This is an optimization exercise on Yosys and OpenROAD, whose aim is small area, not a production implementation. RTL that was checked went through simulation tests only; none was proved equivalent to the original. Only the layout flow was run in runs 1 and 2; the RTL was not checked for function there. Power figures rest on the tool's default switching activity, not on a simulated workload.

`flow/constraint.sdc`:
```
create_clock -name core_clock -period 15.0 [get_ports {clk}]
set_input_delay 3.0000 -clock core_clock [delete_from_list [all_inputs] [get_ports {clk}]]
set_output_delay 3.0000 -clock core_clock [all_outputs]
set_load 0.01 [all_outputs]
```
`flow/design.v`:
```
module gen2_tx_core (
    input  wire        clk,
    input  wire        rst,
    input  wire        op_valid,
    output wire        op_ready,
    input  wire [2:0]  op,
    input  wire [31:0] sample_rate,
    input  wire [31:0] dac_rate,
    input  wire        select_enabled,
    input  wire [7:0]  q_param,
    input  wire [15:0] mask_count,
    input  wire [31:0] cap,
    input  wire [15:0] n_in,
    input  wire [15:0] in_bits,
    input  wire [5:0]  reg_num,
    input  wire [31:0] reg_wdata,
    input  wire        mc_valid,
    output wire        mc_ready,
    input  wire [7:0]  mc_char,
    output reg         rsp_valid,
    output reg  [3:0]  status,
    output wire [31:0] written,
    output wire [15:0] consumed,
    output wire [31:0] rdata,
    output wire [31:0] rpt_nq,
    output wire [31:0] rpt_round,
    output wire [31:0] rpt_slot,
    output wire        smp_valid,
    output wire        smp_data,
    input  wire        smp_ready
);
    localparam [2:0] OP_CONSTRUCT = 3'd0, OP_STEP = 3'd1, OP_RD = 3'd2,
                     OP_WR = 3'd3, OP_REPORT = 3'd4;
    localparam [2:0] FT_NONE = 3'd0, FT_QUERY = 3'd1, FT_QADJ = 3'd2,
                     FT_SEL = 3'd3, FT_ACK = 3'd4, FT_QREP = 3'd5,
                     FT_NAK = 3'd6, FT_B01 = 3'd7;
    localparam [3:0] ST_IDLE = 4'd0, ST_MASK = 4'd1, ST_CQ = 4'd2,
                     ST_RESP = 4'd3, ST_WCLR = 4'd4, ST_WALK = 4'd5,
                     ST_NEED = 4'd6, ST_CHK = 4'd7, ST_FIN = 4'd8,
                     ST_UPD = 4'd9, ST_RDS = 4'd10;
    localparam [2:0] EM_FETCH = 3'd0, EM_LOAD = 3'd2,
                     EM_RUN = 3'd3, EM_XPREP = 3'd4, EM_XWAIT = 3'd5,
                     EM_XLD = 3'd6;
    localparam [3:0] V_ZERO = 4'd0, V_N = 4'd1, V_X0 = 4'd2, V_XQ = 4'd3,
                     V_FR = 4'd4, V_SR = 4'd5, V_NQ = 4'd6, V_RND = 4'd7,
                     V_SLT = 4'd8, V_SM = 4'd9, V_45 = 4'd10;
    localparam [19:0] D1M = 20'd1000000;
    reg  [7:0] pc;
    wire [5:0] t   = pc[5:0];
    wire       tlo = ~pc[5];
    wire       t63 = (t == 6'd63);
    wire       t31 = (pc[4:0] == 5'd31);
    always @(posedge clk)
        if (rst) pc <= 8'd0;
        else     pc <= pc + 8'd1;
    reg [3:0]  st;
    reg [2:0]  ns;
    reg        ready;
    reg [2:0]  cfgst;
    reg [3:0]  phase;
    reg [1:0]  dect, gatet;
    reg        expsel;
    reg        sel;
    reg [3:0]  qv;
    reg [7:0]  L;
    reg [17:0] q48;
    reg        cvalid;
    reg [15:0] C;
    reg [15:0] D;
    reg        isrd;
    reg        mbad;
    reg        fs, tr, post, pv, dry, xvalid;
    reg [2:0]  ft;
    reg [3:0]  psym;
    reg [2:0]  seg;
    reg [1:0]  sec;
    reg [7:0]  bi;
    reg        cb;
    reg [2:0]  ss;
    reg [2:0]  em;
    reg [24:0] S;
    reg [15:0] crc;
    reg        wa, wk, wsub, wneg, fin;
    reg [3:0]  wv;
    reg        cop, inc_nq, inc_rnd, inc_slt, clr_slt, clr_all;
    reg        qld;
    reg        xsub;
    reg        xact, xph, xmode, xfirst, xneg, xnn;
    reg [3:0]  xsym;
    reg [3:0]  hc;
    reg [4:0]  jc;
    reg [1:0]  xc;
    reg        xprev, qd;
    reg [31:0]  NQ, RND, SLT, SR, FR, W;
    reg [63:0]  X;
    reg [255:0] M;
    reg         nqc, rndc, sltc, wc;
    assign op_ready  = (st == ST_IDLE) && t31;
    assign written   = W;
    assign rdata     = W;
    assign rpt_nq    = NQ;
    assign rpt_round = RND;
    assign rpt_slot  = SLT;
    assign consumed  = cvalid ? C : 16'd0;
    wire accept = op_valid && op_ready;
    wire [7:0] dlt  = bi - pc;
    wire       algn = (dlt[3:0] == 4'd0);
    wire [3:0] mtap = dlt[7:4];
    wire       mrd  = M[{mtap, 4'b0000}];
    assign mc_ready = (st == ST_MASK) && (bi != L) && algn;
    wire mwe   = mc_ready && mc_valid;
    wire mwbit = (mc_char == 8'h31);
    reg [255:0] Mn;
    integer k;
    always @(*) begin
        Mn = {M[0], M[255:1]};
        for (k = 0; k < 16; k = k + 1)
            if (mwe && mtap == k[3:0])
                Mn[(16 * k + 255) % 256] = mwbit;
    end
    always @(posedge clk)
        M <= Mn;
    reg  [5:0] qoff;
    always @(*) begin
        if (xsub)                   qoff = 6'd45;      
        else if (wa && wv == V_N)   qoff = 6'd2;
        else                        qoff = 6'd1;
    end
    wire [5:0] qidx = t + qoff;
    wire       qbit = (qidx < 6'd18) ? q48[qidx[4:0]] : 1'b0;
    wire       len0b = qbit & (t != 6'd63);
    wire       len1b = (t == 6'd0) ? q48[0] : qd;
    wire       nshb  = qbit & (t >= 6'd21);
    wire [15:0] nval = q48[17:2];
    wire [1:0]  fq   = q48[1:0];
    function [12:0] dval;
        input [3:0] s;
        begin
            case (s)
                4'd0:  dval = 13'd24;
                4'd1:  dval = 13'd48;
                4'd2:  dval = 13'd12;
                4'd4:  dval = 13'd200;
                4'd5:  dval = 13'd250;
                4'd6:  dval = 13'd1300;
                4'd7:  dval = 13'd4600;
                4'd8:  dval = 13'd300;
                4'd9:  dval = 13'd1500;
                4'd10: dval = 13'd2000;
                default: dval = 13'd0;
            endcase
        end
    endfunction
    wire [12:0] dv    = dval(xsym);
    wire        dmulb = dv[hc];
    wire [4:0]  hc16  = {1'b1, hc};
    wire        n1b   = (hc < 4'd9) ? ~S[hc16] : 1'b0;
    wire        n0b   = ~S[hc];
    wire [5:0] kdiv = t - {1'b0, jc};
    wire       dbit = (kdiv < 6'd20) ? D1M[kdiv[4:0]] : 1'b0;
    wire       dsub = ~xneg;
    wire [5:0] t20j = 6'd20 + {1'b0, jc};
    reg       xa, xo1, xo2, xcin0, xin;
    reg [1:0] xcur;
    always @(*) begin
        xa = 1'b0; xo1 = 1'b0; xo2 = 1'b0; xcin0 = 1'b0;
        if (xact && !xph) begin
            xa = (xfirst || t == 6'd0) ? 1'b0 : xprev;
            if (!xmode) xo1 = dmulb & tlo & FR[0];
            else begin
                xo1 = n1b & len1b;
                xo2 = n0b & len0b;
            end
        end else if (xact) begin
            xa = X[0];
            xo1 = dbit ^ dsub;
            xcin0 = dsub;
        end else if (xsub) begin
            xa = X[0];
            xo1 = ~nshb;
            xcin0 = 1'b1;
        end
        xcur = (t == 6'd0) ? {1'b0, xcin0} : xc;
    end
    wire [2:0] xsum = {2'b00, xa} + {2'b00, xo1} + {2'b00, xo2} + {1'b0, xcur};
    always @(*) begin
        if (xact && !xph)
            xin = xsum[0];
        else if (xact) begin
            if (t <= t20j)             xin = xsum[0];
            else if (t == t20j + 6'd1) xin = ~xnn;
            else                       xin = X[0];
        end else if (xsub)
            xin = xsum[0];
        else
            xin = X[0];
    end
    always @(posedge clk) begin
        X     <= {xin, X[63:1]};
        xc    <= xsum[2:1];
        xprev <= X[0];
        qd    <= qbit;
        if (xact && xph && t == t20j)
            xnn <= xsum[0];
    end
    wire xdone = xact && t63 &&
                 ((!xph && hc == 4'd0 && xmode) || (xph && jc == 5'd0));
    reg [7:0] small8;
    always @(*) begin
        case (D[5:0])
            6'h00:   small8 = {4'd0, phase};
            6'h01:   small8 = {6'd0, dect};
            6'h02:   small8 = {6'd0, gatet};
            6'h03:   small8 = {7'd0, expsel};
            6'h07:   small8 = {7'd0, ready};
            6'h08:   small8 = {5'd0, cfgst};
            6'h12:   small8 = {7'd0, sel};
            6'h13:   small8 = {4'd0, qv};
            6'h15:   small8 = 8'd22;
            6'h16:   small8 = 8'd9;
            default: small8 = L;
        endcase
    end
    localparam [5:0] C45 = 6'd45;
    reg vb;
    always @(*) begin
        case (wv)
            V_N:     vb = qbit;
            V_X0:    vb = X[0];
            V_XQ:    vb = X[21];
            V_FR:    vb = FR[0];
            V_SR:    vb = SR[0];
            V_NQ:    vb = NQ[0];
            V_RND:   vb = RND[0];
            V_SLT:   vb = SLT[0];
            V_SM:    vb = (t < 6'd8) ? small8[t[2:0]] : 1'b0;
            V_45:    vb = (t < 6'd6) ? C45[t[2:0]] : 1'b0;
            default: vb = 1'b0;
        endcase
    end
    wire won  = wa && tlo;
    wire w_a  = wk ? W[0] : 1'b0;
    wire w_b  = vb ^ wsub;
    wire w_ci = (t == 6'd0) ? wsub : wc;
    wire w_s  = w_a ^ w_b ^ w_ci;
    wire w_co = (w_a & w_b) | (w_a & w_ci) | (w_b & w_ci);
    wire wld  = accept && (op == OP_STEP);
    always @(posedge clk) begin
        if (wld) W <= cap;
        else     W <= {won ? w_s : W[0], W[31:1]};
        wc <= w_co;
        if (wld)
            wneg <= 1'b0;
        else if (won && wsub && t == 6'd31)
            wneg <= wneg ^ ~w_co;
    end
    wire ldcfg = accept && (op == OP_CONSTRUCT);
    always @(posedge clk) begin
        if (ldcfg) begin
            SR <= sample_rate;
            FR <= dac_rate;
        end else begin
            SR <= {SR[0], SR[31:1]};
            FR <= {FR[0], FR[31:1]};
        end
    end
    wire con   = cop && tlo;
    wire nq_ci = (t == 6'd0) ? inc_nq  : nqc;
    wire rn_ci = (t == 6'd0) ? inc_rnd : rndc;
    wire sl_ci = (t == 6'd0) ? inc_slt : sltc;
    always @(posedge clk) begin
        NQ  <= {con ? (~clr_all & (NQ[0] ^ nq_ci)) : NQ[0], NQ[31:1]};
        RND <= {con ? (~clr_all & (RND[0] ^ rn_ci)) : RND[0], RND[31:1]};
        SLT <= {con ? (~clr_all & ~clr_slt & (SLT[0] ^ sl_ci)) : SLT[0], SLT[31:1]};
        nqc  <= NQ[0] & nq_ci;
        rndc <= RND[0] & rn_ci;
        sltc <= SLT[0] & sl_ci;
    end
    function [4:0] crc5f;
        input [16:0] p;
        integer i;
        reg [4:0] c;
        begin
            c = 5'b01001;
            for (i = 16; i >= 0; i = i - 1) begin
                if (c[4] ^ p[i]) c = {c[3:0], 1'b0} ^ 5'b01001;
                else             c = {c[3:0], 1'b0};
            end
            crc5f = c;
        end
    endfunction
    wire [16:0] qpre = {4'b1000, 1'b0, 2'b00, 1'b0, sel, sel, 2'b00, 1'b0, qv};
    wire [21:0] qfr  = {qpre, crc5f(qpre)};
    wire [27:0] shdr = {20'b1010_100_000_01_00100000, L};
    wire [17:0] ackf = {2'b01, D};
    localparam [8:0] QADJ_FRAME = 9'b1001_00_000;
    localparam [7:0] NAK_BITS   = 8'b1100_0000;
    reg fbit;
    always @(*) begin
        case (ft)
            FT_QUERY: fbit = qfr[5'd21 - bi[4:0]];
            FT_QADJ:  fbit = QADJ_FRAME[4'd8 - bi[3:0]];
            FT_SEL: begin
                case (sec)
                    2'd0:    fbit = shdr[5'd27 - bi[4:0]];
                    2'd1:    fbit = mrd;
                    2'd2:    fbit = 1'b0;
                    default: fbit = ~crc[15];
                endcase
            end
            FT_ACK:   fbit = ackf[5'd17 - bi[4:0]];
            FT_NAK:   fbit = NAK_BITS[3'd7 - bi[2:0]];
            FT_B01:   fbit = bi[0];
            default:  fbit = 1'b0;
        endcase
    end
    reg lastbit;
    always @(*) begin
        case (ft)
            FT_QUERY: lastbit = (bi == 8'd21);
            FT_QADJ:  lastbit = (bi == 8'd8);
            FT_SEL: begin
                case (sec)
                    2'd0:    lastbit = (bi == 8'd27);
                    2'd1:    lastbit = (bi == L - 8'd1);
                    2'd2:    lastbit = 1'b1;
                    default: lastbit = (bi == 8'd15);
                endcase
            end
            FT_ACK:   lastbit = (bi == 8'd17);
            FT_QREP:  lastbit = (bi == 8'd3);
            FT_NAK:   lastbit = (bi == 8'd7);
            default:  lastbit = (bi == 8'd1);
        endcase
    end
    reg present;
    always @(*) begin
        case (seg)
            3'd0, 3'd1, 3'd2: present = fs;
            3'd3:             present = tr;
            3'd4:             present = (ft != FT_NONE);
            3'd5:             present = post;
            default:          present = 1'b0;
        endcase
    end
    localparam [1:0] SRC_N = 2'd0, SRC_K = 2'd1, SRC_X = 2'd2;
    wire       e0  = fq[1];
    wire [2:0] h1  = (fq == 2'd3) ? 3'd2 : (fq == 2'd2) ? 3'd1 : 3'd0;
    wire [2:0] fnz = {2'b00, |fq};
    wire [2:0] e0f = {1'b0, fq} + {2'b00, e0};
    reg [2:0] sy;
    always @(*) begin
        case (seg)
            3'd0:    sy = 3'd0;               
            3'd1:    sy = 3'd1;               
            3'd2:    sy = 3'd3;               
            3'd3:    sy = 3'd4;               
            3'd4:    sy = cb ? 3'd2 : 3'd1;   
            default: sy = 3'd5;               
        endcase
    end
    reg       sval, slast;
    reg [1:0] ssrc;
    reg [2:0] skv;
    always @(*) begin
        sval = 1'b0; slast = 1'b0; ssrc = SRC_N; skv = 3'd0;
        case (sy)
            3'd0: begin slast = 1'b1; end
            3'd1: begin
                case (ss)
                    3'd0:    sval = 1'b1;
                    3'd1:    ;
                    default: begin ssrc = SRC_K; skv = {2'b00, e0}; slast = 1'b1; end
                endcase
            end
            3'd2: begin
                case (ss)
                    3'd0, 3'd1, 3'd2: sval = 1'b1;
                    3'd3:    begin sval = 1'b1; ssrc = SRC_K; skv = h1; end
                    3'd4:    ;
                    default: begin ssrc = SRC_K; skv = fnz; slast = 1'b1; end
                endcase
            end
            3'd3: begin
                case (ss)
                    3'd0, 3'd1, 3'd2, 3'd3, 3'd4: sval = 1'b1;
                    3'd5:    begin sval = 1'b1; ssrc = SRC_K; skv = e0f; end
                    default: slast = 1'b1;
                endcase
            end
            3'd4: begin
                if (ss == 3'd0) begin sval = 1'b1; ssrc = SRC_X; end
                else slast = 1'b1;
            end
            default: begin sval = pv; ssrc = SRC_X; slast = 1'b1; end
        endcase
    end
    wire semit = (st == ST_WALK) && !dry && (em == EM_RUN);
    wire [15:0] slo_dec = S[15:0] - 16'd1;
    wire [8:0]  shi_dec = S[24:16] - 9'd1;
    wire snz   = (S != 25'd0);
    wire fetch_ok = !(seg == 3'd4 && ft == FT_SEL && sec == 2'd1 && !algn);
    wire adv = (st == ST_WALK) &&
               ((em == EM_FETCH && dry && seg != 3'd6 && present && fetch_ok) ||
                (em == EM_RUN && !snz && slast));
    wire cbv = (em == EM_FETCH) ? fbit : cb;
    wire        crc_b  = (sec == 2'd3) ? crc[15] : cbv;
    wire        crc_fb = crc[15] ^ crc_b;
    wire [15:0] crc_nx = {crc[14:0], 1'b0} ^ (crc_fb ? 16'h1021 : 16'h0000);
    assign smp_valid = semit && snz;
    assign smp_data  = sval;
    wire [5:0] rn = reg_num;
    wire rd_ok = (rn <= 6'h08) || (rn >= 6'h10 && rn <= 6'h17) ||
                 (rn >= 6'h20 && rn <= 6'h2E);
    wire rd_walk = (rn >= 6'h20);
    reg [3:0] rdv;
    always @(*) begin
        case (D[5:0])
            6'h04:   rdv = V_NQ;
            6'h05:   rdv = V_RND;
            6'h06:   rdv = V_SLT;
            6'h10:   rdv = V_SR;
            6'h11:   rdv = V_FR;
            default: rdv = V_SM;
        endcase
    end
    always @(posedge clk) begin
        rsp_valid <= 1'b0;
        if (t63) begin
            wa   <= 1'b0;
            cop  <= 1'b0;
            qld  <= 1'b0;
            xsub <= 1'b0;
        end
        if (xact && t63) begin
            if (!xph) begin
                xfirst <= 1'b0;
                if (hc == 4'd0) begin
                    if (!xmode) begin
                        xph  <= 1'b1;
                        jc   <= 5'd24;
                        xneg <= 1'b0;
                    end else
                        xact <= 1'b0;
                end else
                    hc <= hc - 4'd1;
            end else begin
                xneg <= xnn;
                if (jc == 5'd0) xact <= 1'b0;
                else            jc <= jc - 5'd1;
            end
        end
        if (qld && t < 6'd18)
            q48 <= {X[21], q48[17:1]};
        if (rst) begin
            st     <= ST_IDLE;
            ready  <= 1'b0;
            cfgst  <= 3'd0;
            xact   <= 1'b0;
            wa     <= 1'b0;
            cop    <= 1'b0;
            qld    <= 1'b0;
            xsub   <= 1'b0;
        end else begin
            case (st)
            ST_IDLE: if (accept) begin
                ns     <= 3'd0;
                isrd   <= 1'b0;
                cvalid <= 1'b0;
                fs <= 1'b0; tr <= 1'b0; post <= 1'b0; pv <= 1'b1;
                ft <= FT_NONE; psym <= 4'd0;
                dry <= 1'b1;
                seg <= 3'd0; sec <= 2'd0; bi <= 8'd0; em <= EM_FETCH;
                S <= {25{1'b1}};
                crc <= 16'hFFFF;
                fin <= 1'b0;
                case (op)
                OP_CONSTRUCT: begin
                    ready <= 1'b0;
                    sel   <= select_enabled;
                    qv    <= q_param[3:0];
                    L     <= mask_count[7:0];
                    mbad  <= 1'b0;
                    if (sample_rate == 32'd0 || dac_rate == 32'd0) begin
                        cfgst <= 3'd4; status <= 4'd4; st <= ST_RESP;
                    end else if (q_param > 8'd15) begin
                        cfgst <= 3'd5; status <= 4'd5; st <= ST_RESP;
                    end else if (mask_count > 16'd255) begin
                        cfgst <= 3'd6; status <= 4'd6; st <= ST_RESP;
                    end else
                        st <= ST_MASK;
                end
                OP_STEP: begin
                    C <= n_in;
                    D <= in_bits;
                    if (!ready) begin
                        status <= 4'd9; st <= ST_WCLR;
                    end else if (phase > 4'd10) begin
                        status <= 4'd3; st <= ST_WCLR;
                    end else if (phase == 4'd4 && n_in != 16'd16) begin
                        status <= 4'd2; cvalid <= 1'b1; st <= ST_WCLR;
                    end else begin
                        st <= ST_WALK;
                        case (phase)
                        4'd0: begin post <= 1'b1; psym <= 4'd9; end
                        4'd1: begin post <= 1'b1; psym <= 4'd10; pv <= 1'b0; end
                        4'd2: begin fs <= 1'b1; ft <= FT_SEL; post <= 1'b1; psym <= 4'd8; end
                        4'd3: begin fs <= 1'b1; tr <= 1'b1; ft <= FT_QUERY; post <= 1'b1; psym <= 4'd6; end
                        4'd4: begin fs <= 1'b1; ft <= FT_ACK; end
                        4'd5: begin post <= 1'b1; psym <= 4'd7; end
                        4'd6: begin fs <= 1'b1; ft <= FT_QREP; post <= 1'b1; psym <= 4'd6; end
                        4'd7: begin fs <= 1'b1; ft <= FT_QADJ; post <= 1'b1; psym <= 4'd6; end
                        4'd8, 4'd9: begin fs <= 1'b1; ft <= FT_NAK; post <= 1'b1; psym <= 4'd5; end
                        default: ;
                        endcase
                    end
                end
                OP_RD: begin
                    isrd <= 1'b1;
                    D    <= {10'd0, reg_num};
                    if (rn == 6'h07 || rn == 6'h08) begin
                        status <= 4'd0; st <= ST_RDS;
                    end else if (!ready) begin
                        status <= 4'd9; st <= ST_WCLR;
                    end else if (!rd_ok) begin
                        status <= 4'd10; st <= ST_WCLR;
                    end else begin
                        status <= 4'd0;
                        if (rd_walk) begin
                            st <= ST_WALK;
                            case (rn)
                            6'h23: ft <= FT_B01;
                            6'h2B: begin fs <= 1'b1; tr <= 1'b1; end
                            6'h2C: fs <= 1'b1;
                            6'h2D: begin fs <= 1'b1; ft <= FT_QREP; end
                            6'h2E: begin fs <= 1'b1; ft <= FT_NAK; end
                            default: begin post <= 1'b1; psym <= rn[3:0]; end
                            endcase
                        end else
                            st <= ST_RDS;
                    end
                end
                OP_WR: begin
                    st <= ST_RESP;
                    if (!ready)
                        status <= 4'd9;
                    else if (rn == 6'h00) begin
                        phase <= reg_wdata[3:0]; status <= 4'd0;
                    end else if (rn == 6'h01) begin
                        dect <= reg_wdata[1:0]; status <= 4'd0;
                    end else if (rn == 6'h02) begin
                        gatet <= reg_wdata[1:0]; status <= 4'd0;
                    end else
                        status <= 4'd10;
                end
                default: begin    
                    st <= ST_RESP;
                    if (!ready)
                        status <= 4'd9;
                    else begin
                        phase  <= 4'd0;
                        status <= 4'd0;
                    end
                end
                endcase
            end
            ST_MASK: begin
                if (bi == L) begin
                    if (mbad) begin
                        cfgst <= 3'd6; status <= 4'd6; st <= ST_RESP;
                    end else
                        st <= ST_CQ;
                end else if (mwe) begin
                    if (mc_char != 8'h30 && mc_char != 8'h31)
                        mbad <= 1'b1;
                    bi <= bi + 8'd1;
                end
            end
            ST_CQ: if (t63) begin
                case (ns)
                3'd0: begin
                    xact <= 1'b1; xph <= 1'b0; xmode <= 1'b0; xfirst <= 1'b1;
                    hc <= 4'd12; xsym <= 4'd1;
                    ns <= 3'd1;
                end
                3'd1: if (xdone) begin
                    qld <= 1'b1;
                    cop <= 1'b1; clr_all <= 1'b1;
                    inc_nq <= 1'b0; inc_rnd <= 1'b0; inc_slt <= 1'b0; clr_slt <= 1'b0;
                    ns <= 3'd2;
                end
                default: begin
                    phase  <= 4'd0;
                    dect   <= 2'd0;
                    gatet  <= 2'd0;
                    expsel <= 1'b0;
                    cfgst  <= 3'd0;
                    ready  <= 1'b1;
                    status <= 4'd0;
                    st     <= ST_RESP;
                end
                endcase
            end
            ST_WALK: begin
                if (adv) begin
                    if (dry) begin
                        if (seg == 3'd0 || seg == 3'd1 || (seg == 3'd4 && !cbv))
                            S <= {S[24:16], slo_dec};
                        if (seg == 3'd2 || (seg == 3'd4 && cbv))
                            S <= {shi_dec, S[15:0]};
                    end
                    if (seg == 3'd4) begin
                        crc <= crc_nx;
                        if (lastbit) begin
                            bi <= 8'd0;
                            if (ft == FT_SEL && sec == 2'd0)
                                sec <= (L == 8'd0) ? 2'd2 : 2'd1;
                            else if (ft == FT_SEL && sec != 2'd3)
                                sec <= sec + 2'd1;
                            else begin
                                seg <= 3'd5; sec <= 2'd0;
                            end
                        end else
                            bi <= bi + 8'd1;
                    end else
                        seg <= seg + 3'd1;
                    em <= EM_FETCH;
                end
                case (em)
                EM_FETCH: begin
                    if (seg == 3'd6) begin
                        ns <= 3'd0;
                        if (!dry) begin
                            dry <= 1'b1; fin <= 1'b1;
                            seg <= 3'd0; sec <= 2'd0; bi <= 8'd0;
                            S <= {25{1'b1}};
                            crc <= 16'hFFFF;
                        end else if (fin)
                            st <= ST_FIN;
                        else
                            st <= ST_NEED;
                    end else if (!present) begin
                        seg <= seg + 3'd1; sec <= 2'd0; bi <= 8'd0;
                    end else if (fetch_ok && !dry) begin
                        cb <= fbit;
                        ss <= 3'd0;
                        em <= EM_LOAD;
                    end
                end
                EM_LOAD: begin
                    case (ssrc)
                    SRC_N: begin S <= {9'd0, nval}; em <= EM_RUN; end
                    SRC_K: begin S <= {22'd0, skv}; em <= EM_RUN; end
                    default: em <= EM_XPREP;
                    endcase
                end
                EM_RUN: begin
                    if (!snz) begin
                        if (!slast) begin
                            ss <= ss + 3'd1;
                            em <= EM_LOAD;
                        end
                    end else if (smp_ready)
                        S <= {(S[15:0] == 16'd0) ? shi_dec : S[24:16], slo_dec};
                end
                EM_XPREP: if (t63) begin
                    if (sy == 3'd4) begin
                        xsub <= 1'b1;
                        em   <= EM_XWAIT;
                    end else if (!xvalid) begin
                        xact <= 1'b1; xph <= 1'b0; xmode <= 1'b0; xfirst <= 1'b1;
                        hc <= 4'd12; xsym <= psym;
                        em <= EM_XWAIT;
                    end else begin
                        em <= EM_XLD;
                        wa <= 1'b1; wk <= 1'b1; wsub <= 1'b0; wv <= V_XQ;
                    end
                end
                EM_XWAIT: if (t63 && (sy == 3'd4 || xdone)) begin
                    em <= EM_XLD;
                    wa <= 1'b1; wk <= 1'b1; wsub <= 1'b0; wv <= V_XQ;
                end
                default: begin    
                    if (t <= 6'd24) S <= {X[21], S[24:1]};
                    if (t == 6'd24) em <= EM_RUN;
                end
                endcase
            end
            ST_NEED: if (t63) begin
                case (ns)
                3'd0: begin
                    wa <= 1'b1; wk <= !isrd; wsub <= !isrd; wv <= fs ? V_N : V_ZERO;
                    ns <= 3'd1;
                end
                3'd1: begin
                    xact <= 1'b1; xph <= 1'b0; xmode <= 1'b1; xfirst <= 1'b1;
                    hc <= 4'd12;
                    ns <= 3'd2;
                end
                3'd2: if (xdone) begin
                    wa <= 1'b1; wk <= 1'b1; wsub <= !isrd; wv <= V_X0;
                    ns <= 3'd3;
                end
                3'd3: begin
                    if (post) begin
                        xact <= 1'b1; xph <= 1'b0; xmode <= 1'b0; xfirst <= 1'b1;
                        hc <= 4'd12; xsym <= psym;
                        ns <= 3'd4;
                    end else
                        ns <= 3'd5;
                end
                3'd4: if (xdone) begin
                    wa <= 1'b1; wk <= 1'b1; wsub <= !isrd; wv <= V_XQ;
                    ns <= 3'd5;
                end
                3'd5: begin
                    if (tr) begin
                        xact <= 1'b1; xph <= 1'b0; xmode <= 1'b0; xfirst <= 1'b1;
                        hc <= 4'd12; xsym <= 4'd4;
                        ns <= 3'd6;
                    end else
                        ns <= 3'd7;
                end
                3'd6: if (xdone) begin
                    wa <= 1'b1; wk <= 1'b1; wsub <= !isrd; wv <= V_XQ;
                    ns <= 3'd7;
                end
                default: begin
                    ns <= 3'd0;
                    st <= isrd ? ST_RESP : ST_CHK;
                end
                endcase
            end
            ST_CHK: if (t63) begin
                wa <= 1'b1; wk <= 1'b0; wsub <= 1'b0; wv <= V_ZERO;
                if (!wneg) begin
                    xvalid <= post && !tr;
                    dry    <= 1'b0;
                    seg <= 3'd0; sec <= 2'd0; bi <= 8'd0; em <= EM_FETCH;
                    crc <= 16'hFFFF;
                    st     <= ST_WALK;
                end else begin
                    status <= 4'd1;
                    st     <= ST_RESP;
                end
            end
            ST_FIN: if (t63) begin
                case (ns)
                3'd0: begin
                    xact <= 1'b1; xph <= 1'b0; xmode <= 1'b1; xfirst <= 1'b1;
                    hc <= 4'd12;
                    ns <= 3'd1;
                end
                3'd1: if (xdone) begin
                    wa <= 1'b1; wk <= 1'b1; wsub <= 1'b0; wv <= V_X0;
                    ns <= 3'd2;
                end
                3'd2: begin
                    wa <= 1'b1; wk <= 1'b1; wsub <= 1'b0; wv <= fs ? V_N : V_ZERO;
                    ns <= 3'd3;
                end
                3'd3: begin
                    wa <= 1'b1; wk <= 1'b1; wsub <= 1'b0; wv <= tr ? V_N : V_ZERO;
                    ns <= 3'd4;
                end
                default: st <= ST_UPD;
                endcase
            end
            ST_UPD: if (t63) begin
                cop     <= 1'b1;
                clr_all <= 1'b0;
                inc_nq  <= (phase == 4'd3) || (phase == 4'd6) || (phase == 4'd7);
                inc_rnd <= (phase == 4'd3);
                inc_slt <= (phase == 4'd6) || (phase == 4'd7);
                clr_slt <= (phase == 4'd3);
                case (phase)
                4'd0: begin
                    if (sel) begin
                        expsel <= 1'b1;
                        phase  <= 4'd2;
                    end else
                        phase <= 4'd3;
                end
                4'd1: phase <= 4'd0;
                4'd2: phase <= 4'd3;
                4'd3: begin
                    dect <= 2'd1; gatet <= 2'd1; phase <= 4'd10;
                end
                4'd4: begin
                    dect <= 2'd2; gatet <= 2'd2; phase <= 4'd5;
                end
                4'd5, 4'd6, 4'd7: phase <= 4'd10;
                4'd8: phase <= 4'd3;
                4'd9: phase <= 4'd6;
                default: ;
                endcase
                status <= 4'd0;
                cvalid <= 1'b1;
                st     <= ST_RESP;
            end
            ST_RDS: if (t63) begin
                case (ns)
                3'd0: begin
                    wa <= 1'b1; wk <= 1'b0; wsub <= 1'b0; wv <= rdv;
                    ns <= 3'd1;
                    if (D[5:0] != 6'h17) st <= ST_RESP;
                end
                default: begin
                    wa <= 1'b1; wk <= 1'b1; wsub <= 1'b0; wv <= V_45;
                    st <= ST_RESP;
                end
                endcase
            end
            ST_WCLR: if (t63) begin
                wa <= 1'b1; wk <= 1'b0; wsub <= 1'b0; wv <= V_ZERO;
                st <= ST_RESP;
            end
            default: begin    
                if (t31) begin
                    rsp_valid <= 1'b1;
                    st        <= ST_IDLE;
                end
            end
            endcase
        end
    end
endmodule
```
`flow/config.mk`:
```
export PLATFORM = sky130hd
export DESIGN_NAME = gen2_tx_core
export DESIGN_NICKNAME = gen2_tx_core
export VERILOG_FILES = /design/flow/design.v
export SDC_FILE = /design/flow/constraint.sdc
export NUM_CORES = 4
export LEC_CHECK = 0
export CAP_MARGIN = 20
export CORE_MARGIN = 2
export CORE_UTILIZATION = 40
export SLEW_MARGIN = 20
```
`flow/flow/post_floorplan.tcl`:
```
# Remap the combinational logic for area; registers are left as they are.
restructure -target area -liberty_file $::env(PLATFORM_DIR)/lib/sky130_fd_sc_hd__tt_025C_1v80.lib \
  -tielo_port sky130_fd_sc_hd__conb_1/LO -tiehi_port sky130_fd_sc_hd__conb_1/HI \
  -work_dir $::env(OBJECTS_DIR)/rmp
```
`flow/flow/run.sh`:
```
#!/bin/bash
# The standard layout (standard.sh) with these changes:
#  - ports are buffered with the smallest buffer (buf_1);
#  - buffers that ABC inserted during synthesis are removed at floorplan,
#    then the combinational logic is remapped for area (restructure);
#  - the clock tree is built from clkbuf_4 in larger clusters, without
#    dummy loads.
# The make/tool output goes to standard_flow.log; ORFS keeps each step's log
# under orfs/logs.
set -euo pipefail
export BUFFER_PORTS_ARGS="-buffer_cell sky130_fd_sc_hd__buf_1"
export REMOVE_ABC_BUFFERS=1
export POST_FLOORPLAN_TCL="$PWD/flow/post_floorplan.tcl"
export CTS_ARGS="-sink_clustering_enable -repair_clock_nets -dont_use_dummy_load -buf_list sky130_fd_sc_hd__clkbuf_4 -sink_clustering_size 30 -sink_clustering_max_diameter 80"
bash standard.sh > standard_flow.log 2>&1
```
`flow/standard.sh`:
```
#!/bin/bash
# synth_recipe.tcl (not shown) runs the flow's synth.tcl, then flattens the netlist and writes it again
# the make line also repeats each setting of config.mk as NAME=value (left out here)
make -C /OpenROAD-flow-scripts/flow DESIGN_CONFIG=/design/flow/config.mk WORK_HOME=/design/flow/orfs CLKGATE_MAP_FILE= SYNTH_SCRIPT=/design/flow/synth_recipe.tcl "${@:-finish}"
```
==> results.rst, run 1 <==
.. list-table::
   :header-rows: 1

   * - Metric
     - Value
   * - Outcome
     - stopped before the end
   * - Stage at which the flow ended
     - 2_1_floorplan
   * - First error
     - [ERROR RMP-0003] Cannot open file /design/flow/orfs/objects/sky130hd/gen2_tx_core/base/rmp/gen2_tx_core0ord_abc_script.tcl for writing.
   * - Number of distinct standard cells referenced by the synthesized netlist
     - 94
   * - Flops & latches, synth
     - 738
   * - Seq/Total Area, Yosys
     - 0.5621
   * - Most numerous cell in the Yosys netlist
     - sky130_fd_sc_hd__dfxtp_1
   * - Number of enable flip-flop cells after synthesis
     - 179
   * - Effective utilization at floorplan
     - 0.4040
   * - Share of flip-flops with an asynchronous set or reset
     - 0
   * - Top-area cell type share of the netlist area
     - 0.3797
   * - Top_reg_cell synth
     - sky130_fd_sc_hd__dfxtp_1
   * - List of most frequent post-synthesis cells
     - sky130_fd_sc_hd__dfxtp_1, sky130_fd_sc_hd__nand2_1, sky130_fd_sc_hd__nor2_1
   * - Top post-synthesis cells by area
     - sky130_fd_sc_hd__dfxtp_1, sky130_fd_sc_hd__edfxtp_1, sky130_fd_sc_hd__mux2_2
   * - Cell Rows
     - 99
   * - Count of yosys warnings during synthesis
     - 1
   * - Syn Inst Count
     - 2728
   * - Die Y-Extent
     - 275.4 µm
   * - Average cell area after synthesis
     - 10.80 µm²
   * - Overall die width
     - 275.4 µm
   * - Synthesized area
     - between 20000 and 30000 µm²
   * - Area leader, netlist
     - sky130_fd_sc_hd__dfxtp_1
[logic make-up after synthesis]
kind of cell    after synthesis  share of synthesized area
xor+xnor                     79                    0.02441
flops                       738                     0.5621
simple gates                857                     0.1449
mux                         179                    0.07612
fa+ha+maj                    79                    0.03481
compound gates              534                     0.1184
buf+inv                     262                    0.03927
==> run 2, diff against run 1 <==
--- a/flow/design.v
+++ b/flow/design.v
@@ -49,7 +49,6 @@
     wire [5:0] t   = pc[5:0];
     wire       tlo = ~pc[5];
     wire       t63 = (t == 6'd63);
-    wire       t31 = (pc[4:0] == 5'd31);
     always @(posedge clk)
         if (rst) pc <= 8'd0;
         else     pc <= pc + 8'd1;
@@ -65,8 +64,8 @@
     reg [7:0]  L;
     reg [17:0] q48;
     reg        cvalid;
-    reg [15:0] C;
-    reg [15:0] D;
+    reg [5:0]  rnl;
+    reg        ackx;
     reg        isrd;
     reg        mbad;
     reg        fs, tr, post, pv, dry, xvalid;
@@ -95,13 +94,13 @@
     reg [63:0]  X;
     reg [255:0] M;
     reg         nqc, rndc, sltc, wc;
-    assign op_ready  = (st == ST_IDLE) && t31;
+    assign op_ready  = (st == ST_IDLE) && t63;
     assign written   = W;
     assign rdata     = W;
     assign rpt_nq    = NQ;
     assign rpt_round = RND;
     assign rpt_slot  = SLT;
-    assign consumed  = cvalid ? C : 16'd0;
+    assign consumed  = !cvalid ? 16'd0 : ackx ? 16'd16 : X[61:46];
     wire accept = op_valid && op_ready;
     wire [7:0] dlt  = bi - pc;
     wire       algn = (dlt[3:0] == 4'd0);
@@ -183,20 +182,30 @@
         xcur = (t == 6'd0) ? {1'b0, xcin0} : xc;
     end
     wire [2:0] xsum = {2'b00, xa} + {2'b00, xo1} + {2'b00, xo2} + {1'b0, xcur};
+    wire xlow = (t < 6'd46);
+    wire ackin = (phase == 4'd4) && (n_in == 16'd16);
+    reg [15:0] inrev;
+    integer r;
+    always @(*)
+        for (r = 0; r < 16; r = r + 1)
+            inrev[r] = in_bits[15 - r];
     always @(*) begin
         if (xact && !xph)
-            xin = xsum[0];
+            xin = xlow ? xsum[0] : X[0];
         else if (xact) begin
             if (t <= t20j)             xin = xsum[0];
             else if (t == t20j + 6'd1) xin = ~xnn;
             else                       xin = X[0];
         end else if (xsub)
-            xin = xsum[0];
+            xin = xlow ? xsum[0] : X[0];
         else
             xin = X[0];
     end
     always @(posedge clk) begin
-        X     <= {xin, X[63:1]};
+        if (accept && op == OP_STEP)
+            X <= {X[0], X[63], ackin ? inrev : n_in, X[46:1]};
+        else
+            X <= {xin, X[63:1]};
         xc    <= xsum[2:1];
         xprev <= X[0];
         qd    <= qbit;
@@ -207,7 +216,7 @@
                  ((!xph && hc == 4'd0 && xmode) || (xph && jc == 5'd0));
     reg [7:0] small8;
     always @(*) begin
-        case (D[5:0])
+        case (rnl)
             6'h00:   small8 = {4'd0, phase};
             6'h01:   small8 = {6'd0, dect};
             6'h02:   small8 = {6'd0, gatet};
@@ -227,7 +236,7 @@
         case (wv)
             V_N:     vb = qbit;
             V_X0:    vb = X[0];
-            V_XQ:    vb = X[21];
+            V_XQ:    vb = X[21] & (t < 6'd25);
             V_FR:    vb = FR[0];
             V_SR:    vb = SR[0];
             V_NQ:    vb = NQ[0];
@@ -292,7 +301,6 @@
     wire [16:0] qpre = {4'b1000, 1'b0, 2'b00, 1'b0, sel, sel, 2'b00, 1'b0, qv};
     wire [21:0] qfr  = {qpre, crc5f(qpre)};
     wire [27:0] shdr = {20'b1010_100_000_01_00100000, L};
-    wire [17:0] ackf = {2'b01, D};
     localparam [8:0] QADJ_FRAME = 9'b1001_00_000;
     localparam [7:0] NAK_BITS   = 8'b1100_0000;
     reg fbit;
@@ -308,7 +316,7 @@
                     default: fbit = ~crc[15];
                 endcase
             end
-            FT_ACK:   fbit = ackf[5'd17 - bi[4:0]];
+            FT_ACK:   fbit = (bi[4:1] == 4'd0) ? bi[0] : X[0];
             FT_NAK:   fbit = NAK_BITS[3'd7 - bi[2:0]];
             FT_B01:   fbit = bi[0];
             default:  fbit = 1'b0;
@@ -399,7 +407,8 @@
     wire [15:0] slo_dec = S[15:0] - 16'd1;
     wire [8:0]  shi_dec = S[24:16] - 9'd1;
     wire snz   = (S != 25'd0);
-    wire fetch_ok = !(seg == 3'd4 && ft == FT_SEL && sec == 2'd1 && !algn);
+    wire fetch_ok = !(seg == 3'd4 && ((ft == FT_SEL && sec == 2'd1 && !algn) ||
+                                      (ft == FT_ACK && bi[4:1] != 4'd0 && t != bi[5:0] + 6'd44)));
     wire adv = (st == ST_WALK) &&
                ((em == EM_FETCH && dry && seg != 3'd6 && present && fetch_ok) ||
                 (em == EM_RUN && !snz && slast));
@@ -415,7 +424,7 @@
     wire rd_walk = (rn >= 6'h20);
     reg [3:0] rdv;
     always @(*) begin
-        case (D[5:0])
+        case (rnl)
             6'h04:   rdv = V_NQ;
             6'h05:   rdv = V_RND;
             6'h06:   rdv = V_SLT;
@@ -491,8 +500,7 @@
                         st <= ST_MASK;
                 end
                 OP_STEP: begin
-                    C <= n_in;
-                    D <= in_bits;
+                    ackx <= ackin;
                     if (!ready) begin
                         status <= 4'd9; st <= ST_WCLR;
                     end else if (phase > 4'd10) begin
@@ -517,7 +525,7 @@
                 end
                 OP_RD: begin
                     isrd <= 1'b1;
-                    D    <= {10'd0, reg_num};
+                    rnl  <= reg_num;
                     if (rn == 6'h07 || rn == 6'h08) begin
                         status <= 4'd0; st <= ST_RDS;
                     end else if (!ready) begin
@@ -803,7 +811,7 @@
                 3'd0: begin
                     wa <= 1'b1; wk <= 1'b0; wsub <= 1'b0; wv <= rdv;
                     ns <= 3'd1;
-                    if (D[5:0] != 6'h17) st <= ST_RESP;
+                    if (rnl != 6'h17) st <= ST_RESP;
                 end
                 default: begin
                     wa <= 1'b1; wk <= 1'b1; wsub <= 1'b0; wv <= V_45;
@@ -816,7 +824,7 @@
                 st <= ST_RESP;
             end
             default: begin    
-                if (t31) begin
+                if (t63) begin
                     rsp_valid <= 1'b1;
                     st        <= ST_IDLE;
                 end
==> flow/flow/run.sh (replaced) <==
#!/bin/bash
# The standard layout (standard.sh, standard synthesis unchanged) with
# these changes:
#  - ports are buffered with the smallest buffer (buf_1);
#  - buffers that ABC inserted during synthesis are removed at floorplan,
#    then the combinational logic is remapped for area with OpenROAD's
#    restructure (registers are not touched), using the platform library
#    without the cells the platform marks don't-use;
#  - the clock tree is built from clkbuf_8 in larger clusters, without
#    dummy loads.
# Output: standard_flow.log (make and every tool it runs), lib_filter.log;
# ORFS also keeps each step's log under orfs/logs.
set -euo pipefail
mkdir -p rmp
python3 flow/lib_filter.py "$FLOW_HOME/platforms/sky130hd/lib/sky130_fd_sc_hd__tt_025C_1v80.lib" \
  "$FLOW_HOME/platforms/sky130hd/config.mk" rmp/filtered.lib > lib_filter.log 2>&1
export RMP_LIB="$PWD/rmp/filtered.lib"
export BUFFER_PORTS_ARGS="-buffer_cell sky130_fd_sc_hd__buf_1"
export REMOVE_ABC_BUFFERS=1
export POST_FLOORPLAN_TCL="$PWD/flow/post_floorplan.tcl"
export CTS_ARGS="-sink_clustering_enable -repair_clock_nets -dont_use_dummy_load -buf_list sky130_fd_sc_hd__clkbuf_8 -sink_clustering_size 20 -sink_clustering_max_diameter 60"
bash standard.sh > standard_flow.log 2>&1
==> flow/flow/lib_filter.py (new file) <==
"""Copy a liberty file without the cells that the platform's config.mk lists in
DONT_USE_CELLS. usage: lib_filter.py LIB CONFIG_MK OUT"""
import re
import sys

lib, cfg, out = sys.argv[1:4]
text = open(cfg).read()
m = re.search(r"DONT_USE_CELLS\s*\+?=\s*((?:.*\\\n)*.*)", text)
dont = set(re.findall(r"sky130_fd_sc_hd__\w+", m.group(1)))
src = open(lib).read()
res = []
pos = 0
dropped = []
for cm in re.finditer(r"\n(\s*)cell\s*\(\s*\"?(\w+)\"?\s*\)\s*\{", src):
    if cm.start() < pos:
        continue
    name = cm.group(2)
    # find the end of this cell group by brace matching
    i = cm.end()
    depth = 1
    while depth:
        c = src[i]
        if c == "{":
            depth += 1
        elif c == "}":
            depth -= 1
        i += 1
    if name in dont:
        res.append(src[pos:cm.start()])
        pos = i
        dropped.append(name)
res.append(src[pos:])
open(out, "w").write("".join(res))
print("dropped", len(dropped), "cells:", " ".join(dropped))
==> flow/flow/post_floorplan.tcl (replaced) <==
# Remap the combinational logic for area; registers are left as they are.
file mkdir $::env(OBJECTS_DIR)/rmp
restructure -target area -liberty_file $::env(RMP_LIB) \
  -tielo_port sky130_fd_sc_hd__conb_1/LO -tiehi_port sky130_fd_sc_hd__conb_1/HI \
  -work_dir $::env(OBJECTS_DIR)/rmp
==> results.rst, run 2 <==
.. list-table::
   :header-rows: 1

   * - Metric
     - Value
   * - CTS hold repair buffers
     - 0
   * - DPL Wire Length
     - 58980 µm
   * - Post-Route Setup TNS
     - 0 ns
   * - Overall die width
     - 271.6 µm
   * - Reg clk slew, reported paths
     - 0.11 ns
   * - Final worst path period need
     - 7.840 ns
   * - Clock skew after layout
     - around 0.10 ns
   * - Final ANT Viol Nets
     - 0
   * - Worst Setup End Kind
     - flip-flop
   * - Most common library cell in the layout ignoring fill and taps
     - sky130_fd_sc_hd__dfxtp_1
   * - Slew Limit Fails
     - 0
   * - Cell Rows
     - 98
   * - Worst slew pin tran
     - 1.079 ns
   * - List of most frequent post-synthesis cells
     - sky130_fd_sc_hd__dfxtp_1, sky130_fd_sc_hd__nor2_1, sky130_fd_sc_hd__nand2_1
   * - Syn Inst Count
     - approximately 2700
   * - Clock power share
     - 0.266
   * - Relative area change from synthesis to final layout
     - 1.301%
   * - Instance area after placement
     - 28260 µm²
   * - Share of total power consumed by net switching
     - 0.2741
   * - Critical path arrival
     - roughly 8 ns
   * - Flops & latches, synth
     - just over 700
   * - Effective utilization at floorplan
     - 0.4022
   * - Total power of the final layout
     - 0.003384 W
   * - Drt drc
     - 0
   * - Crit share post-route
     - 0.5226
   * - Total of endpoints with negative setup slack in the final report
     - 0
   * - CTS Sinks
     - 713
   * - Portion of total power attributed to combinational logic
     - 0.134
   * - Pin count of the biggest net entering global routing
     - 68
   * - Insertion delay to the later sink of the worst-skew pair
     - 0.70 ns
   * - Vias in the first global route
     - 19900
   * - Reg power frac
     - 0.601
   * - Worst slew margin relative to its limit
     - 0.2738
   * - Violation count after the first detailed-route iteration
     - 2499
   * - Number of antenna violations at the first check in global routing
     - 2
   * - Clock buffer count from CTS
     - between 50 and 60
   * - Final Hold Fails
     - 0
   * - Top-area cell type share of the netlist area
     - 0.3906
   * - Leakage power total
     - ~9.6 nW
   * - Layout cell share with drive strength beyond 1
     - 0.02988
   * - Routability congestion estimate
     - 0.9493
   * - Power density over the cells
     - roughly 120 nW/µm²
   * - Critical Path Start Type
     - flip-flop
   * - Most numerous cell in the Yosys netlist
     - sky130_fd_sc_hd__dfxtp_1
   * - Vias per inst
     - 5.624
   * - Net switching power figure
     - 0.0009275 W
   * - Post-Layout Inst Area
     - roughly 29000 µm²
   * - Number of distinct standard cells referenced by the synthesized netlist
     - 92
   * - Max reg flops
     - 256
   * - Full die area
     - 73790 µm²
   * - Global Route Usage Sum
     - 0.2042
   * - Critical path data required time
     - 15.33 ns
   * - Area leader, netlist
     - sky130_fd_sc_hd__dfxtp_1
   * - Tightest Hold Check Type
     - flip-flop to flip-flop
   * - Top_reg_cell synth
     - sky130_fd_sc_hd__dfxtp_1
   * - Core region area
     - between 70000 and 80000 µm²
   * - CTS tree
     - done
   * - Post-Route Hold Slack
     - 0.2403 ns
   * - Top post-synthesis cells by area
     - sky130_fd_sc_hd__dfxtp_1, sky130_fd_sc_hd__edfxtp_1, sky130_fd_sc_hd__mux2_2
   * - Average cell area after synthesis
     - approximately 11 µm²
   * - # nets final
     - 3054
   * - Seq/Total Area, Yosys
     - 0.5520
   * - Count of yosys warnings during synthesis
     - 1
   * - Die Y-Extent
     - 271.6 µm
   * - Startpoint-to-endpoint class of the critical path
     - flip-flop to flip-flop
   * - Wire length per cell
     - around 21 µm
   * - Maximum fanout count along the critical path
     - 14
   * - Total vias in the final route
     - 21347
   * - Buffers added on ports
     - 363
   * - GR Overflow Total
     - 0
   * - Top library cells by usage in the layout, fill and taps aside
     - sky130_fd_sc_hd__dfxtp_1, sky130_fd_sc_hd__buf_1, sky130_fd_sc_hd__clkinv_1
   * - Synthesized area
     - about 29000 µm²
   * - Clock root buffer master
     - sky130_fd_sc_hd__clkbuf_8
   * - Largest registers
     - M x256, X x64
   * - Number of placed I/O pins
     - 392
   * - Number of max-cap violations
     - 0
   * - Unrepaired setup endpoints after global routing
     - false
   * - Power Internal
     - roughly 0.0025 W
   * - Outcome
     - timing/DRC/antenna clean
   * - Number of enable flip-flop cells after synthesis
     - 154
   * - # Post-CTS Setup Buffers
     - 0
   * - Share of flip-flops with an asynchronous set or reset
     - 0
   * - DR pass1 iterations
     - 7
   * - VDD IR max
     - 0.09162 mV
   * - First-pass GRT wire length
     - 118600 µm
   * - Total length of routed wires
     - 78730 µm
   * - Max Freq
     - 0.1276 GHz
   * - Clock tree buffer depth
     - 3
   * - Register name with the most flops
     - M
   * - CTS-repair resized insts
     - 0
   * - Number of H-tree levels
     - 2
-- run 2: layer usage --
layer,GRT usage,share of wire
met1,0.2889,0.45
met2,0.3248,0.46
met3,0.02742,0.064
met4,0.06203,0.028
met5,0,0
-- run 2: final cells by class --
| cell class | count | area [µm²] |
|---|---|---|
| Tap cell | 950 | 1189 |
| Timing Repair Buffer | 388 | 1550 |
| Multi-Input combinational cell | 1400 | 8626 |
| Sequential cell | 713 | 15820 |
| Antenna cell | 1 | 2.502 |
| Clock buffer | 55 | 757.0 |
| Inverter | 289 | 1085 |
| Fill cell | 6963 | 42220 |
-- run 2: through the flow --
step	worst slack, ns	util	std cells
after detailed placement	7.497	0.3967	3740
after floorplan	7.740	-	2539
after CTS	7.235	0.4074	3795
after global placement	7.582	0.3967	3740
final	7.160	0.4074	3796
after global routing	6.719	0.4074	3796
-- run 2: critical path, cell delays in order, from the launching register on --
cell,delay (ns)
sky130_fd_sc_hd__dfxtp_1,0.76
sky130_fd_sc_hd__clkinv_1,0.63
sky130_fd_sc_hd__o221ai_1,0.39
sky130_fd_sc_hd__o221a_1,0.29
sky130_fd_sc_hd__nor2_1,0.08
sky130_fd_sc_hd__a21oi_1,0.78
sky130_fd_sc_hd__clkinv_1,0.55
sky130_fd_sc_hd__o22ai_1,0.31
sky130_fd_sc_hd__o221ai_1,0.13
sky130_fd_sc_hd__a222oi_1,0.59
sky130_fd_sc_hd__a31o_1,0.35
sky130_fd_sc_hd__a22oi_1,0.24
sky130_fd_sc_hd__o221ai_1,0.76
sky130_fd_sc_hd__clkinv_1,0.47
sky130_fd_sc_hd__nor2_1,0.59
sky130_fd_sc_hd__nor3_1,0.11
sky130_fd_sc_hd__a2111oi_0,0.32
sky130_fd_sc_hd__o31ai_1,0.12
-- run 2: power by group through the flow --
stage,Combinational [W],Clock (W),Sequential [W]
final,0.000453,0.000899,0.00203
after CTS,0.000441,0.000943,0.00203
after global routing,0.000492,0.00101,0.00204
after global placement,0.000434,0,0.00207
after detailed placement,0.000439,0,0.00207
after floorplan,0.000483,0,0.00215
-- run 2: final timing paths --
path              startpoint    to  slack (ns)  cells past startpoint
setup / recovery       pc[3]  S[4]        7.16                     17
hold / removal          X[3]  X[2]        0.24                      0
setup reg to reg       pc[3]  S[4]        7.16                     17
hold reg to reg         X[3]  X[2]        0.24                      0
-- run 2: kinds of logic (layout without fill, tap and decap cells) --
| logic type | after synthesis | in the layout | share of synthesized area |
|---|---|---|---|
| adders and majority gates | 79 | 0 | 0.03607 |
| xor gates and xnor gates | 92 | 8 | 0.02908 |
| and+or+nand+nor | 820 | 536 | 0.1432 |
| DFF | 713 | 713 | 0.5520 |
| muxes | 155 | 0 | 0.06551 |
| other | 0 | 1 | 0 |
| AOI/OAI and AO/OA | 595 | 856 | 0.1349 |
| buffers and inverters | 259 | 732 | 0.03935 |
==> run 3, diff against run 2 <==
--- a/flow/design.v
+++ b/flow/design.v
@@ -68,9 +68,7 @@
     reg        ackx;
     reg        isrd;
     reg        mbad;
-    reg        fs, tr, post, pv, dry, xvalid;
-    reg [2:0]  ft;
-    reg [3:0]  psym;
+    reg        dry, xvalid;
     reg [2:0]  seg;
     reg [1:0]  sec;
     reg [7:0]  bi;
@@ -85,7 +83,6 @@
     reg        qld;
     reg        xsub;
     reg        xact, xph, xmode, xfirst, xneg, xnn;
-    reg [3:0]  xsym;
     reg [3:0]  hc;
     reg [4:0]  jc;
     reg [1:0]  xc;
@@ -150,6 +147,37 @@
             endcase
         end
     endfunction
+    reg        fs, tr, post, pv;
+    reg [2:0]  ft;
+    reg [3:0]  psym;
+    always @(*) begin
+        fs = 1'b0; tr = 1'b0; post = 1'b0; pv = 1'b1; ft = FT_NONE; psym = 4'd0;
+        if (isrd) begin
+            case (rnl)
+            6'h23: ft = FT_B01;
+            6'h2B: begin fs = 1'b1; tr = 1'b1; end
+            6'h2C: fs = 1'b1;
+            6'h2D: begin fs = 1'b1; ft = FT_QREP; end
+            6'h2E: begin fs = 1'b1; ft = FT_NAK; end
+            default: begin post = 1'b1; psym = rnl[3:0]; end
+            endcase
+        end else begin
+            case (phase)
+            4'd0: begin post = 1'b1; psym = 4'd9; end
+            4'd1: begin post = 1'b1; psym = 4'd10; pv = 1'b0; end
+            4'd2: begin fs = 1'b1; ft = FT_SEL; post = 1'b1; psym = 4'd8; end
+            4'd3: begin fs = 1'b1; tr = 1'b1; ft = FT_QUERY; post = 1'b1; psym = 4'd6; end
+            4'd4: begin fs = 1'b1; ft = FT_ACK; end
+            4'd5: begin post = 1'b1; psym = 4'd7; end
+            4'd6: begin fs = 1'b1; ft = FT_QREP; post = 1'b1; psym = 4'd6; end
+            4'd7: begin fs = 1'b1; ft = FT_QADJ; post = 1'b1; psym = 4'd6; end
+            4'd8, 4'd9: begin fs = 1'b1; ft = FT_NAK; post = 1'b1; psym = 4'd5; end
+            default: ;
+            endcase
+        end
+    end
+    wire [3:0]  xsym = (st == ST_CQ) ? 4'd1 :
+                       (st == ST_NEED && ns >= 3'd5) ? 4'd4 : psym;
     wire [12:0] dv    = dval(xsym);
     wire        dmulb = dv[hc];
     wire [4:0]  hc16  = {1'b1, hc};
@@ -476,8 +504,6 @@
                 ns     <= 3'd0;
                 isrd   <= 1'b0;
                 cvalid <= 1'b0;
-                fs <= 1'b0; tr <= 1'b0; post <= 1'b0; pv <= 1'b1;
-                ft <= FT_NONE; psym <= 4'd0;
                 dry <= 1'b1;
                 seg <= 3'd0; sec <= 2'd0; bi <= 8'd0; em <= EM_FETCH;
                 S <= {25{1'b1}};
@@ -509,18 +535,6 @@
                         status <= 4'd2; cvalid <= 1'b1; st <= ST_WCLR;
                     end else begin
                         st <= ST_WALK;
-                        case (phase)
-                        4'd0: begin post <= 1'b1; psym <= 4'd9; end
-                        4'd1: begin post <= 1'b1; psym <= 4'd10; pv <= 1'b0; end
-                        4'd2: begin fs <= 1'b1; ft <= FT_SEL; post <= 1'b1; psym <= 4'd8; end
-                        4'd3: begin fs <= 1'b1; tr <= 1'b1; ft <= FT_QUERY; post <= 1'b1; psym <= 4'd6; end
-                        4'd4: begin fs <= 1'b1; ft <= FT_ACK; end
-                        4'd5: begin post <= 1'b1; psym <= 4'd7; end
-                        4'd6: begin fs <= 1'b1; ft <= FT_QREP; post <= 1'b1; psym <= 4'd6; end
-                        4'd7: begin fs <= 1'b1; ft <= FT_QADJ; post <= 1'b1; psym <= 4'd6; end
-                        4'd8, 4'd9: begin fs <= 1'b1; ft <= FT_NAK; post <= 1'b1; psym <= 4'd5; end
-                        default: ;
-                        endcase
                     end
                 end
                 OP_RD: begin
@@ -534,17 +548,9 @@
                         status <= 4'd10; st <= ST_WCLR;
                     end else begin
                         status <= 4'd0;
-                        if (rd_walk) begin
+                        if (rd_walk)
                             st <= ST_WALK;
-                            case (rn)
-                            6'h23: ft <= FT_B01;
-                            6'h2B: begin fs <= 1'b1; tr <= 1'b1; end
-                            6'h2C: fs <= 1'b1;
-                            6'h2D: begin fs <= 1'b1; ft <= FT_QREP; end
-                            6'h2E: begin fs <= 1'b1; ft <= FT_NAK; end
-                            default: begin post <= 1'b1; psym <= rn[3:0]; end
-                            endcase
-                        end else
+                        else
                             st <= ST_RDS;
                     end
                 end
@@ -588,7 +594,7 @@
                 case (ns)
                 3'd0: begin
                     xact <= 1'b1; xph <= 1'b0; xmode <= 1'b0; xfirst <= 1'b1;
-                    hc <= 4'd12; xsym <= 4'd1;
+                    hc <= 4'd12;
                     ns <= 3'd1;
                 end
                 3'd1: if (xdone) begin
@@ -677,7 +683,7 @@
                         em   <= EM_XWAIT;
                     end else if (!xvalid) begin
                         xact <= 1'b1; xph <= 1'b0; xmode <= 1'b0; xfirst <= 1'b1;
-                        hc <= 4'd12; xsym <= psym;
+                        hc <= 4'd12;
                         em <= EM_XWAIT;
                     end else begin
                         em <= EM_XLD;
@@ -712,7 +718,7 @@
                 3'd3: begin
                     if (post) begin
                         xact <= 1'b1; xph <= 1'b0; xmode <= 1'b0; xfirst <= 1'b1;
-                        hc <= 4'd12; xsym <= psym;
+                        hc <= 4'd12;
                         ns <= 3'd4;
                     end else
                         ns <= 3'd5;
@@ -724,7 +730,7 @@
                 3'd5: begin
                     if (tr) begin
                         xact <= 1'b1; xph <= 1'b0; xmode <= 1'b0; xfirst <= 1'b1;
-                        hc <= 4'd12; xsym <= 4'd4;
+                        hc <= 4'd12;
                         ns <= 3'd6;
                     end else
                         ns <= 3'd7;
--- a/flow/flow/run.sh
+++ b/flow/flow/run.sh
@@ -6,7 +6,7 @@
 #    then the combinational logic is remapped for area with OpenROAD's
 #    restructure (registers are not touched), using the platform library
 #    without the cells the platform marks don't-use;
-#  - the clock tree is built from clkbuf_8 in larger clusters, without
+#  - the clock tree is built from clkbuf_8 in clusters of 16, without
 #    dummy loads.
 # Output: standard_flow.log (make and every tool it runs), lib_filter.log;
 # ORFS also keeps each step's log under orfs/logs.
@@ -18,5 +18,5 @@
 export BUFFER_PORTS_ARGS="-buffer_cell sky130_fd_sc_hd__buf_1"
 export REMOVE_ABC_BUFFERS=1
 export POST_FLOORPLAN_TCL="$PWD/flow/post_floorplan.tcl"
-export CTS_ARGS="-sink_clustering_enable -repair_clock_nets -dont_use_dummy_load -buf_list sky130_fd_sc_hd__clkbuf_8 -sink_clustering_size 20 -sink_clustering_max_diameter 60"
+export CTS_ARGS="-sink_clustering_enable -repair_clock_nets -dont_use_dummy_load -buf_list sky130_fd_sc_hd__clkbuf_8 -sink_clustering_size 16 -sink_clustering_max_diameter 50"
 bash standard.sh > standard_flow.log 2>&1
==> results.rst, run 3 <==
.. list-table::
   :header-rows: 1

   * - Metric
     - Value
   * - Pin count of the biggest net entering global routing
     - between 60 and 70
   * - Top-area cell type share of the netlist area
     - 0.3945
   * - Power density over the cells
     - 144.2 nW/µm²
   * - List of most frequent post-synthesis cells
     - sky130_fd_sc_hd__dfxtp_1, sky130_fd_sc_hd__nand2_1, sky130_fd_sc_hd__nor2_1
   * - Reg clk slew, reported paths
     - roughly 0.090 ns
   * - Relative area change from synthesis to final layout
     - 1.832%
   * - Worst slew margin relative to its limit
     - 0.3341
   * - Post-Route Setup TNS
     - 0 ns
   * - Slew Limit Fails
     - 0
   * - Vias in the first global route
     - 20426
   * - Synthesized area
     - 28420 µm²
   * - Capture point of the worst reg-to-reg path
     - S[19]
   * - Global Route Usage Sum
     - 0.2115
   * - Core region area
     - 70150 µm²
   * - CTS-repair resized insts
     - 0
   * - Total length of routed wires
     - 80010 µm
   * - CTS hold repair buffers
     - 0
   * - Top_reg_cell synth
     - sky130_fd_sc_hd__dfxtp_1
   * - DR pass1 iterations
     - 9
   * - Worst reg-to-reg path cell count
     - 20
   * - Worst Setup End Kind
     - flip-flop
   * - Total vias in the final route
     - 21387
   * - Outcome
     - timing/DRC/antenna clean
   * - Maximum fanout count along the critical path
     - 15
   * - Top post-synthesis cells by area
     - sky130_fd_sc_hd__dfxtp_1, sky130_fd_sc_hd__edfxtp_1, sky130_fd_sc_hd__nand2_1
   * - Tightest Hold Check Type
     - flip-flop to flip-flop
   * - Critical path data required time
     - 15.38 ns
   * - Clock buffer count from CTS
     - 75
   * - FF-to-FF setup slack
     - roughly 8 ns
   * - CTS tree
     - done
   * - Number of antenna violations at the first check in global routing
     - 5
   * - Wire length per cell
     - roughly 21 µm
   * - Clock skew after layout
     - 0.08791 ns
   * - Syn Inst Count
     - 2805
   * - Share of flip-flops with an asynchronous set or reset
     - 0
   * - Pre-CTS WS
     - 8.338 ns
   * - Unrepaired setup endpoints after global routing
     - false
   * - Register name with the most flops
     - M
   * - Worst setup path endpoint
     - S[19]
   * - Final worst path period need
     - 6.981 ns
   * - Number of filler instances in the final layout
     - 7010
   * - Max reg flops
     - about 260
   * - Insertion delay to the later sink of the worst-skew pair
     - 0.68 ns
   * - DPL Wire Length
     - 59380 µm
   * - Crit share post-route
     - 0.4654
   * - Most common library cell in the layout ignoring fill and taps
     - sky130_fd_sc_hd__dfxtp_1
   * - Least setup slack across all paths after layout
     - 8.019 ns
   * - Layout cell share with drive strength beyond 1
     - 0.03704
   * - Number of max-cap violations
     - 0
   * - Top library cells by usage in the layout, fill and taps aside
     - sky130_fd_sc_hd__dfxtp_1, sky130_fd_sc_hd__buf_1, sky130_fd_sc_hd__clkinv_1
   * - Count of yosys warnings during synthesis
     - 1
   * - Die Y-Extent
     - approximately 270 µm
   * - Critical Path Start Type
     - flip-flop
   * - Area leader, netlist
     - sky130_fd_sc_hd__dfxtp_1
   * - Clock tree buffer depth
     - 3
   * - Vias per inst
     - 5.581
   * - Cell Rows
     - 97
   * - # Post-CTS Setup Buffers
     - 0
   * - Drt drc
     - 0
   * - Number of H-tree levels
     - 3
   * - Beginning of the worst register-to-register path
     - bi[1]
   * - Violation count after the first detailed-route iteration
     - 1766
   * - CTS Sinks
     - 699
   * - Post-Route Hold Slack
     - ~0.26 ns
   * - Worst setup path startpoint
     - bi[1]
   * - Most numerous cell in the Yosys netlist
     - sky130_fd_sc_hd__dfxtp_1
   * - Number of enable flip-flop cells after synthesis
     - about 140
   * - First-pass GRT wire length
     - approximately 120000 µm
   * - # nets final
     - a little over 3000
   * - Routability congestion estimate
     - 0.9257
   * - Effective utilization at floorplan
     - 0.4051
   * - Number of distinct standard cells referenced by the synthesized netlist
     - 99
   * - Total of endpoints with negative setup slack in the final report
     - 0
   * - Average cell area after synthesis
     - 10.13 µm²
   * - Buffers added on ports
     - 363
   * - Number of placed I/O pins
     - 392
   * - Full die area
     - roughly 73000 µm²
   * - Startpoint-to-endpoint class of the critical path
     - flip-flop to flip-flop
   * - Max Freq
     - 0.1432 GHz
   * - GR Overflow Total
     - 0
   * - Largest registers
     - M x256, X x64
   * - Overall die width
     - 270.5 µm
   * - Flops & latches, synth
     - 699
   * - Final ANT Viol Nets
     - 0
   * - Seq/Total Area, Yosys
     - 0.5414
   * - Clock root buffer master
     - sky130_fd_sc_hd__clkbuf_8
   * - Leakage power total
     - 9.559 nW
   * - VDD IR max
     - 0.1011 mV
   * - Critical path arrival
     - 7.36 ns
   * - Worst slew pin tran
     - 0.9897 ns
   * - Final Hold Fails
     - 0
run 3: cells by family after synthesis:
kind of cell / Yosys count / share of synthesized area
AO/OA/AOI/OAI: 603 / 0.1384
XOR/XNOR: 88 / 0.02809
adder cells (fa/ha/maj): 80 / 0.03646
buffers and inverters: 262 / 0.04038
flip-flops: 699 / 0.5414
multiplexers: 118 / 0.05160
AND/OR/NAND/NOR: 955 / 0.1637
run 3: metrics by stage:
step	area [µm²]	power [W]	std cells	util
2_1_floorplan	27580	0.002848	2625	-
3_3_place_gp	27850	0.003121	3752	0.3970
3_5_place_dp	27880	0.003145	3753	0.3974
4_1_cts	28910	0.004190	3828	0.4121
5_1_grt	28930	0.004379	3831	0.4125
6_report	28940	0.004173	3832	0.4125
run 3: worst max-delay path, stage by stage (launching register included):
cell	delay [ns]
sky130_fd_sc_hd__edfxtp_1	0.69
sky130_fd_sc_hd__clkinv_1	0.59
sky130_fd_sc_hd__a22oi_1	0.41
sky130_fd_sc_hd__o22a_1	0.18
sky130_fd_sc_hd__o22ai_1	0.10
sky130_fd_sc_hd__o22ai_1	0.23
sky130_fd_sc_hd__o22ai_1	0.21
sky130_fd_sc_hd__o22ai_1	0.20
sky130_fd_sc_hd__a2bb2oi_1	0.57
sky130_fd_sc_hd__clkinv_1	0.33
sky130_fd_sc_hd__nor2_1	0.22
sky130_fd_sc_hd__clkinv_1	0.16
sky130_fd_sc_hd__o32ai_1	0.23
sky130_fd_sc_hd__o41ai_2	0.25
sky130_fd_sc_hd__a22oi_1	0.56
sky130_fd_sc_hd__nor2_1	0.09
sky130_fd_sc_hd__o21bai_1	0.60
sky130_fd_sc_hd__clkinv_1	0.29
sky130_fd_sc_hd__nor2_1	0.37
sky130_fd_sc_hd__o22ai_1	0.13
sky130_fd_sc_hd__a221o_1	0.33
run 3: how the worst min path moves through the flow:
stage | start | to | slack (ns) | cells past startpoint
floorplan | M[1] | M[0] | 0.31 | 0
global placement | X[30] | X[29] | 0.31 | 0
detailed placement | M[113] | M[112] | 0.31 | 0
CTS | X[45] | X[44] | 0.26 | 0
global route | X[45] | X[44] | 0.25 | 0
finish | X[45] | X[44] | 0.26 | 0
run 3: cell type report:
cell class              count  area [µm²]  share of cell area
flip-flops and latches    699       15380              0.5317
inverters                 299        1122             0.03879
multi-input cells        1427        8632              0.2983
diodes                      3       7.507           0.0002594
repair buffers            389        1582             0.05465
well taps                 940        1176             0.04065
clock buffers              75        1032             0.03567
run 3: layer usage:
metal / routed length (µm) / GRT usage / share of wire / up-vias
li1: - / - / - / 9991
met1: 33850 / 0.2772 / 0.42 / 10277
met2: 37660 / 0.3467 / 0.47 / 932
met3: 5357 / 0.03666 / 0.067 / 183
met4: 3116 / 0.08447 / 0.039 / 4
met5: 27 / 0 / 0.00034 / -
run 3: power by group:
part / switching, W / internal, W
Clock: 0.000599 / 0.000444
Sequential: 0.000122 / 0.00209
Combinational: 0.000591 / 0.000325

==> separate check: timing with driven ports <==
The flow's constraints put no driver on any port. The routed layouts listed below were extracted and timed again, unchanged, in two steps. Step 1 (the two cells are an assumption about what drives the block):
set clk [get_ports {clk}]
set_driving_cell -lib_cell sky130_fd_sc_hd__clkbuf_16 $clk
set_driving_cell -lib_cell sky130_fd_sc_hd__buf_2 [delete_from_list [all_inputs] $clk]
Step 2 moves the port delays by t, midway between the first and last clock arrival at a register: inputs arrive t later, outputs are due t later. That takes back most of the time a late clock gives input paths. Slacks: ideal / step 1 / step 2; pairs: ideal / step 1.
run	shift t [ns]	setup WS [ns]	hold slack, ns	clock arrival spread, ns	worst data-port slew with drivers (ns)
run 2	0.700	7.160 / 7.160 / 7.160	0.240 / 0.240 / 0.240	0.111 / 0.111	0.08
run 3	0.700	8.019 / 8.019 / 8.019	0.263 / 0.263 / 0.263	0.091 / 0.091	0.09
After both steps every run listed still meets setup and hold.
